This is an optimization exercise on Yosys and OpenROAD, whose aim is small area, not a production implementation. Only simulation tests tie the RTL to the original design; equivalence was not proved. Power and IR drop assume default switching activity.

==> inputs of run X <==
// adb_device
module adb_device (
    input  wire        clk,
    input  wire        rst_n,           
    input  wire        adb_in,          
    output wire        adb_drive_low,   
    input  wire        key_valid,       
    input  wire [7:0]  key_data,
    input  wire        mouse_valid,     
    input  wire [15:0] mouse_dx,
    input  wire [15:0] mouse_dy,
    input  wire        mouse_button,
    output reg  [7:0]  ctr_poll,
    output reg  [7:0]  ctr_talk_resp,
    output reg  [7:0]  ctr_bus_err,
    output reg  [7:0]  ctr_key_drop,
    output reg  [3:0]  last_bus_error
);
Settings: LEC_CHECK=0, CAP_MARGIN=20, CORE_MARGIN=2, CORE_UTILIZATION=60, SLEW_MARGIN=20; clock period 20.0 ns.
standard.sh (not shown) runs the stock make flow with config.mk's settings and CLKGATE_MAP_FILE= SYNTH_SCRIPT=/design/flow/synth_recipe.tcl, a recipe that flattens the netlist after the stock synthesis.
==> flow/flow/run.sh <==
#!/bin/bash
# The standard layout (standard.sh), with two changes to what it inserts:
#  - ports are buffered with the smallest buffer (buf_1);
#  - the clock tree uses clkbuf_4 cells and no dummy loads.
# Each run's full output goes to a log file in this folder.
set -e
export BUFFER_PORTS_ARGS="-buffer_cell sky130_fd_sc_hd__buf_1"
export CTS_ARGS="-sink_clustering_enable -repair_clock_nets -dont_use_dummy_load -buf_list sky130_fd_sc_hd__clkbuf_4"
bash standard.sh > standard.log 2>&1
==> run A: changes against run X <==
==> flow/flow/run.sh (replaced) <==
#!/bin/bash
# The standard layout (standard.sh) with these changes:
#  - synthesis: synth_recipe.tcl unchanged, except that ABC maps the logic
#    with an area-oriented script (flow/abc_area.script: AIG rewriting by
#    deepsyn for 60 s, then area-only standard-cell mapping) in place of the
#    speed script; registers are mapped before ABC and are not touched;
#  - ports are buffered with the smallest buffer (buf_1);
#  - the clock tree uses clkbuf_4 cells driving clusters of at most 10
#    flip-flops, and no dummy loads.
# The flow's full output goes to standard.log in this folder.
set -e
here=$PWD
{
  head -n 1 synth_recipe.tcl
  cat <<EOF
proc abc {args} {
  set i [lsearch \$args -script]
  if {\$i >= 0} { lset args [expr {\$i + 1}] $here/flow/abc_area.script }
  yosys abc {*}\$args
}
EOF
  tail -n +2 synth_recipe.tcl
} > synth_area.tcl
export BUFFER_PORTS_ARGS="-buffer_cell sky130_fd_sc_hd__buf_1"
export CTS_ARGS="-sink_clustering_enable -repair_clock_nets -dont_use_dummy_load -buf_list sky130_fd_sc_hd__clkbuf_4 -sink_clustering_size 10 -sink_clustering_max_diameter 40 -sink_buffer_max_cap_derate 0.7"
bash standard.sh SYNTH_SCRIPT=$here/synth_area.tcl finish > standard.log 2>&1
==> flow/flow/abc_area.script (new file) <==
strash
&get -n
&deepsyn -T 60
&put
dch -f
amap -F 4 -A 8
topo
dnsize -c
==> comparison table <==
| item | run X | run A |
|---|---|---|
| Peak fanout along the critical path | 32 | 9 |
| Power dissipated in combinational cells | 0.293 mW | 0.281 mW |
| Maximum number of pins on one net before global-route repair | 48 | 39 |
| Count of non-CTS inverters in the layout | 78 | 242 |
| Clock insertion delay at the later pin of the skew report | 0.82 ns | 0.80 ns |
| Starting density of the core | 0.611 | 0.610 |
| GR Util met2 | 0.421 | 0.435 |
| Internal power consumption | 1.57 mW | 1.46 mW |
| Distinct cells, synth | 84 | 49 |
| Post-place setup slack | 2.30 ns | 1.99 ns |
| Max transition margin | 0.216 | 0.204 |
| Number of nets in the final layout | 2460 | 2203 |
| Final-layout clock-cell area share | 0.0386 | 0.0217 |
| Slack of the worst reg-to-reg path | 6.23 ns | 5.51 ns |
| Row count | 68 | 64 |
| Post-synthesis average cell area | 9.68 um^2 | 10.0 um^2 |
| Number of CTS-inserted buffers | 116 | 58 |
| Share of cell area taken by muxes after synthesis | 0.0898 | 0 |
| Area of the multi-input gates | 0.0105 mm^2 | 0.00790 mm^2 |
| Outcome | finished clean | finished clean |
| Final hold slack | 0.378 ns | 0.322 ns |
| Nonclk buf count | 100 | 101 |
| Number of logic stages on the critical path including buffering | 46 | 48 |
| Largest voltage drop on the vdd net | 0.0553 mV | 0.0804 mV |

-- separate check: timing with driven ports --
No port has a modelled driver above. Below, the same layouts with a new extraction and two added sets of constraints. Step 1 sets driving cells, clkbuf_16 on the clock port and buf_2 on the other inputs (assumed; they add their load-dependent delay and slew). Step 2 times the ports against the registers' clock, not the clock port: input delays grow and output delays shrink by t, the midpoint of the rising clock arrivals with the driver on. Slacks: ideal / step 1 / step 2; pairs: ideal / step 1.
run | t (ns) | setup slack, ns | worst setup path after step 2 | worst register clock-pin slew, ns | cell pins on the clock port's net
run X | 0.836 | 3.030 / 3.062 / 2.227 | input to register | 0.07 / 0.07 | 1
run A | 0.776 | 2.683 / 2.695 / 1.919 | input to register | 0.11 / 0.11 | 1
After both steps setup and hold are still met in every run listed. The setup slack of run X, which loses most, moves by +0.032 ns with the drivers and by -0.803 ns with both steps.
